From an optimization exercise on the open Yosys and OpenROAD flow, aimed at small area; shortcuts taken in it are not production practice.
In this exercise RTL edits were held to simulation tests only and were not proved equivalent to the original.
Power and IR drop assume default switching activity.

==> config.mk <==
export PLATFORM = sky130hd
export DESIGN_NAME = sp_parser
export DESIGN_NICKNAME = sp_parser
export VERILOG_FILES = /design/flow/design.v
export SDC_FILE = /design/flow/constraint.sdc
export NUM_CORES = 4
export LEC_CHECK = 0
export CAP_MARGIN = 20
export CORE_MARGIN = 2
export CORE_UTILIZATION = 40
export SLEW_MARGIN = 20
==> design.v <==
module sp_parser (
    input  wire        clk,
    input  wire        rst,         
    input  wire        in_valid,    
    input  wire [7:0]  in_byte,
    input  wire        json_ok,     
    output reg         st_valid,    
    output reg  [7:0]  status,      
    output reg         pay_valid,   
    output reg  [7:0]  pay_byte,
    output reg  [1:0]  msg_state,   
    output reg  [1:0]  msg_tag,     
    output reg  [15:0] msg_props,
    output reg  [15:0] msg_cmd,
    output reg  [15:0] msg_plen,
    output reg         msg_stby,
    output reg  [31:0] hb_epoch,
    output reg  [31:0] hb_serial,
    output reg  [15:0] hb_volt,
    output reg  [7:0]  hb_temp,
    output reg  [7:0]  hb_mode
);
    localparam [7:0]  SIG       = 8'h54;
    localparam [15:0] CMD_SAR   = 16'hFF03;
    localparam [15:0] CMD_STBY  = 16'hFF05;
    localparam [15:0] CMD_HB    = 16'hFF08;
    localparam [15:0] HB_LEN    = 16'd15;
    localparam [15:0] SAR_LIMIT = 16'd1012;
    localparam [7:0] ST_DONE    = 8'h01;
    localparam [7:0] ST_E_SIG   = 8'h02;
    localparam [7:0] ST_E_CMD   = 8'h04;
    localparam [7:0] ST_E_LEN   = 8'h08;
    localparam [7:0] ST_E_HCK   = 8'h10;
    localparam [7:0] ST_E_PCK   = 8'h20;
    localparam [7:0] ST_E_CONT  = 8'h40;
    localparam [1:0] MS_EMPTY   = 2'd0;
    localparam [1:0] MS_VALID   = 2'd2;
    localparam [1:0] MS_CINV    = 2'd3;
    localparam [1:0] TAG_NONE   = 2'd0;
    localparam [1:0] TAG_SAR    = 2'd1;
    localparam [1:0] TAG_STBY   = 2'd2;
    localparam [1:0] TAG_HB     = 2'd3;
    reg  [10:0] idx;            
    reg  [15:0] cap_hck;
    reg  [15:0] cap_pck;
    reg  [15:0] cap_props;
    reg  [15:0] cap_cmd;
    reg  [15:0] cap_len;
    reg  [15:0] hsum;           
    reg  [15:0] psum;           
    reg  [7:0]  hb_buf [0:11];  
    wire [10:0] idx_inc = idx + 11'd1;
    wire [10:0] pidx    = idx - 11'd12;    
    wire [15:0] cmd_full = {in_byte, cap_cmd[7:0]};
    wire [15:0] len_full = {in_byte, cap_len[7:0]};
    wire [15:0] hsum_full = hsum + {8'd0, in_byte};
    wire [15:0] psum_full = psum + {8'd0, in_byte};
    wire cmd_known = (cmd_full == CMD_SAR) || (cmd_full == CMD_STBY) ||
                     (cmd_full == CMD_HB);
    wire len_bad = ((cap_cmd == CMD_STBY) && (len_full != 16'd1)) ||
                   ((cap_cmd == CMD_HB)   && (len_full != HB_LEN)) ||
                   ((cap_cmd == CMD_SAR)  && (len_full > SAR_LIMIT));
    wire hck_bad = (hsum_full != cap_hck);
    wire at_len_hi   = (idx == 11'd11);
    wire in_payload  = (idx >= 11'd12);
    wire complete_hdr = at_len_hi && !len_bad && !hck_bad && (len_full == 16'd0);
    wire complete_pay = in_payload && ({5'd0, idx_inc} == cap_len + 16'd12);
    wire [15:0] pay_sum = complete_hdr ? 16'd0 : psum_full;
    wire [15:0] pay_len = complete_hdr ? 16'd0 : cap_len;
    always @(posedge clk) begin
        if (rst) begin
            idx       <= 11'd0;
            st_valid  <= 1'b0;
            status    <= 8'h00;
            pay_valid <= 1'b0;
            msg_state <= MS_EMPTY;
            msg_tag   <= TAG_NONE;
        end else begin
            st_valid  <= in_valid;
            pay_valid <= 1'b0;
            if (in_valid) begin
                msg_state <= MS_EMPTY;
                msg_tag   <= TAG_NONE;
                pay_byte  <= in_byte;
                if (idx < 11'd2) begin
                    if (in_byte == SIG) begin
                        idx    <= idx_inc;
                        status <= 8'h00;
                    end else begin
                        idx    <= 11'd0;
                        status <= ST_E_SIG;
                    end
                end else begin
                    idx    <= idx_inc;
                    status <= 8'h00;
                    case (idx)
                        11'd2:  cap_hck[7:0]    <= in_byte;
                        11'd3:  cap_hck[15:8]   <= in_byte;
                        11'd4:  cap_pck[7:0]    <= in_byte;
                        11'd5:  cap_pck[15:8]   <= in_byte;
                        11'd6:  cap_props[7:0]  <= in_byte;
                        11'd7:  cap_props[15:8] <= in_byte;
                        11'd8:  cap_cmd[7:0]    <= in_byte;
                        11'd9:  cap_cmd[15:8]   <= in_byte;
                        11'd10: cap_len[7:0]    <= in_byte;
                        11'd11: cap_len[15:8]   <= in_byte;
                        default: ;
                    endcase
                    if (idx == 11'd6)
                        hsum <= {8'd0, in_byte};
                    else if (idx > 11'd6 && idx < 11'd12)
                        hsum <= hsum_full;
                    if (idx == 11'd11)
                        psum <= 16'd0;
                    else if (in_payload) begin
                        psum      <= psum_full;
                        pay_valid <= 1'b1;
                        if (idx < 11'd24)
                            hb_buf[pidx[3:0]] <= in_byte;
                    end
                    if (idx == 11'd9 && !cmd_known) begin
                        idx    <= 11'd0;
                        status <= ST_E_CMD;
                    end
                    if (at_len_hi && (len_bad || hck_bad)) begin
                        idx    <= 11'd0;
                        status <= (len_bad ? ST_E_LEN : 8'h00) |
                                  (hck_bad ? ST_E_HCK : 8'h00);
                    end
                    if (complete_hdr || complete_pay) begin
                        idx <= 11'd0;
                        if (pay_sum != cap_pck) begin
                            status <= ST_E_PCK;
                        end else if (cap_cmd == CMD_SAR && !json_ok) begin
                            status    <= ST_E_CONT;
                            msg_state <= MS_CINV;
                        end else begin
                            status    <= ST_DONE;
                            msg_state <= MS_VALID;
                            msg_props <= cap_props;
                            msg_cmd   <= cap_cmd;
                            msg_plen  <= pay_len;
                            case (cap_cmd)
                                CMD_SAR:  msg_tag <= TAG_SAR;
                                CMD_STBY: begin
                                    msg_tag  <= TAG_STBY;
                                    msg_stby <= (in_byte != 8'd0);
                                end
                                default: begin
                                    msg_tag   <= TAG_HB;
                                    hb_epoch  <= {hb_buf[3], hb_buf[2], hb_buf[1], hb_buf[0]};
                                    hb_serial <= {hb_buf[7], hb_buf[6], hb_buf[5], hb_buf[4]};
                                    hb_volt   <= {hb_buf[9], hb_buf[8]};
                                    hb_temp   <= hb_buf[10];
                                    hb_mode   <= hb_buf[11];
                                end
                            endcase
                        end
                    end
                end
            end
        end
    end
endmodule
==> constraint.sdc <==
create_clock -name core_clock -period 6.0 [get_ports {clk}]
set_input_delay 1.2000 -clock core_clock [delete_from_list [all_inputs] [get_ports {clk}]]
set_output_delay 1.2000 -clock core_clock [all_outputs]
set_load 0.01 [all_outputs]
==> run.sh <==
#!/bin/bash
# synth_recipe.tcl (not shown) runs the flow's synth.tcl, then flattens the netlist and writes it again
# the make line also repeats each setting of config.mk as NAME=value (left out here)
make -C /OpenROAD-flow-scripts/flow DESIGN_CONFIG=/design/flow/config.mk WORK_HOME=/design/flow/orfs CLKGATE_MAP_FILE= SYNTH_SCRIPT=/design/flow/synth_recipe.tcl finish
==> summary.md <==
| Metric | Value |
|---|---|
| Outcome | `timing/DRC/antenna clean` |
| DR iter-0 viols | `between 600 and 700` |
| Initial antenna violation count | `1` |
| Setup WS post-layout | `0.8262 ns` |
| DR vias/cell | `5.225` |
| Starting Density | `40.35%` |
| Share of cells above drive strength 1 | `a little under a tenth` |
| Max VDD drop | `0.1714 mV` |
| 1st-pass router iterations | `5` |
| Min-delay worst type | `flop to flop` |
| RSZ-0062 raised after global routing | `no` |
| Most frequent cell after synthesis | `edfxtp_1` |
| Rel. slew slack | `28.65%` |
| Largest net degree at the start of global routing | `49` |
| Final period util | `between 80% and 90%` |
| WP data arrival | `5.41 ns` |
| CTS resizes | `0` |
| Via count | `9389` |
| Setup Skew | `0.01850 ns` |
| IO buf count | `177` |
| DR WL/cell | `20.62 µm` |
| Distinct cells, synth | `81` |
| CORE AREA | `slightly below 40000 µm²` |
| Final Max Slew Viols | `0` |
| H-tree depth | `2` |
| Clock buffer count from CTS | `40` |
| Placed insts | `1728` |
| Cell area power density | `279.9 nW/µm²` |
| Die Ht | `~200 µm` |
| Startpoint Class | `input pin` |
| Final setup fails | `0` |
| Post-CTS setup buffers | `0` |
| Total Power | `5.459 mW` |
| CTS tree | `done` |
| Top post-synthesis cells by area | `edfxtp_1 70%, dfxtp_1 3.0%, xnor2_1 2.7%` |
| Final hold vios | `0` |
| Slew at the pin closest to its max-slew limit | `1.067 ns` |
| Crit path max fanout | `30` |
| Main flop type after synthesis | `edfxtp_1` |
| Max-cap check violation count | `0` |
| Remaining Overflow, GRT | `0` |
| Number of global-route vias before repair | `9409` |
| Largest area contributor in the netlist | `edfxtp_1` |
| Async SR Flop Fraction | `0%` |
| Synth warnings | `1` |
| Post-Syn Nets | `around 1100` |
| Maximum operating frequency | `slightly below 0.2 GHz` |
| Sink Count | `384` |
| Core Rows | `72` |
| WHS | `0.4147 ns` |
| Crit end category | `flop` |
| Longest Clk Path Bufs | `3` |
| Final GP Congestion | `0.9429` |
| Die ar. | `40400 µm²` |
| R2R Setup Slk | `between 1.5 and 2 ns` |
| Global Route Usage Sum | `a little under a fifth` |
| Post-Route WL | `approximately 37000 µm` |
| Num ports | `179` |
| Routed Antenna Nets | `0` |
| Leakage power figure | `6.405 nW` |
| Chip width | `201.0 µm` |
| Setup_tns | `0 ns` |
| Cell count after synthesis | `approximately 1000` |
| Synth-to-Final Area Change | `25.68%` |
| Global-route wire length before repair | `56900 µm` |
| Flops & latches, synth | `384` |
| Mapped Area | `15520 µm²` |
| Sequential-to-total area share from yosys stat | `72.81%` |
| Post-synth EDFFs | `361` |
| Hold buffers post-CTS | `0` |
| Yosys top cell area share | `a little over two thirds` |
| Post-DP HPWL | `25520 µm` |
| Final Critical Period | `around 5.2 ns` |
| Root buffer cell | `clkbuf_16` |
| Fin cells | `1797` |
| Worst EP required | `6.24 ns` |
| Post-place setup slack | `~0.3 ns` |
| Clock Latency Late Sink | `0.55 ns` |
| Kind of critical path | `input pin to flop` |
| DRC | `0` |
| Diode count | `0` |
| Syn Area/Cell | `around 15 µm²` |
| Final nets | `1290` |
| Most frequent cells after synthesis | `361 x edfxtp_1, 81 x nor2_1, 53 x nand2_1` |
| Reg clk slew, reported paths | `0.06 ns` |
[worst paths after layout]
kind | from | to | cells after the start
worst min-delay path | hb_buf[10][0] | hb_temp[0] | 0
worst max-delay path | in_byte[0] | hb_serial[23] | 14
worst max register to register | idx[5] | hb_serial[23] | 10
worst min register to register | hb_buf[10][0] | hb_temp[0] | 0
[cells in the final DEF (no fill, tap or decap), types with 6 or more instances in the layout]
cell type,Yosys,routed
nand2_1,53,53
buf_4,3,21
buf_12,0,7
nor4_1,21,19
nor3_1,21,19
a21oi_1,21,18
xnor2_1,47,47
o21ai_1,8,8
clkbuf_16,0,41
o21ai_0,35,34
and2_1,20,20
or3_1,6,6
nand4_1,19,19
nand2b_1,12,11
nand3b_1,6,6
o2111ai_1,9,9
ha_1,24,19
xor2_1,31,31
nor2b_1,20,20
clkdlybuf4s50_1,0,177
dfxtp_1,23,23
edfxtp_1,361,361
and3_1,13,13
a221oi_1,9,9
inv_1,24,24
nor2_1,81,79
clkinv_1,0,6
nand3_1,36,36
clkbuf_1,23,9
a211oi_1,6,6
[final cells by class]
type                       instances  area (µm²)
tap                              518       648.1
multi-input combinational        597        4140
timing repair buffer             205        2069
clock inverter                    16       156.4
sequential                       384       11300
clock buffer                      53        1101
inverter                          24       90.09
fill                            3267       18960
[logic make-up (layout without fill, tap and decap cells)]
kind of cell    Yosys count  count (layout)  share of synthesized area, %
flops                   384             384                         72.81
simple gates            334             334                         11.31
compound gates          145             145                         6.522
xor+xnor                 82              82                         4.998
buf+inv                  55             298                         1.515
fa+ha+maj                26              26                         2.193
mux                       9               9                        0.6288
other cells               1               1                       0.02416
[per-layer routing]
layer  routed length, µm  GRT usage, %
met1               16660         25.69
met2               16770         28.91
met3                2755         4.107
met4                 871         5.926
met5                   0             0
[report_power, final]
group / internal [mW] / total [mW] / switching (mW)
Combinational: 0.0640 / 0.175 / 0.110
Clock: 1.38 / 2.37 / 0.987
Sequential: 2.91 / 2.92 / 0.00144
[state kept, by name, summed over array words and instances (netlist names), 8 cells and up]
name	flops
hb_buf	96
hb_epoch	32
hb_serial	32
cap_cmd	16
cap_hck	16
cap_len	16
cap_pck	16
cap_props	16
hb_volt	16
hsum	16
msg_cmd	16
msg_plen	16
msg_props	16
psum	16
idx	11
hb_mode	8
hb_temp	8
pay_byte	8
[worst max-delay path, stage by stage]
cell	delay [ns]
clkdlybuf4s50_1	0.63
ha_1	0.36
fa_1	0.40
a211oi_1	0.33
o21ai_0	0.21
a31oi_1	0.46
nor2_1	0.16
xnor2_1	0.16
nor4_1	0.29
and4_1	0.29
mux2i_4	0.09
nor4_4	0.34
buf_12	0.23
buf_12	0.22
[per-stage QoR]
step / cell area, µm² / utilization [%]
after global routing: 19510 / 50.71
after detailed placement: 18240 / 47.43
after CTS: 19500 / 50.70
after global placement: 18240 / 47.43
final: 19510 / 50.71
after floorplan: 15650 / -

## separate check: timing with driven ports
Ports are ideal in the flow. The routed layout listed here was re-timed in OpenROAD.
Step 1 (the two cells are an assumption about what drives the block):
set clk [get_ports {clk}]
set_driving_cell -lib_cell sky130_fd_sc_hd__clkbuf_16 $clk
set_driving_cell -lib_cell sky130_fd_sc_hd__buf_2 [delete_from_list [all_inputs] $clk]
Step 2 adds t to the input delays and takes it off the output delays; t is the mean of the earliest and latest rising clock arrival at the registers after step 1. Input paths then give back, and output paths get back, about the clock's delay inside the block.
a / b / c = no drivers / after step 1 / after step 2; a / b = the first two.
t, ns: 0.597
setup slack, ns: 0.826 / 0.824 / 0.226
hold WS [ns]: 0.415 / 0.415 / 0.415
slew at the worst register clock pin (ns): 0.06 / 0.06
worst slew at a driven data input, ns: 0.07
After both steps this run still meets setup and hold. The setup slack of this run moves by -0.002 ns with the drivers and by -0.600 ns with both steps.
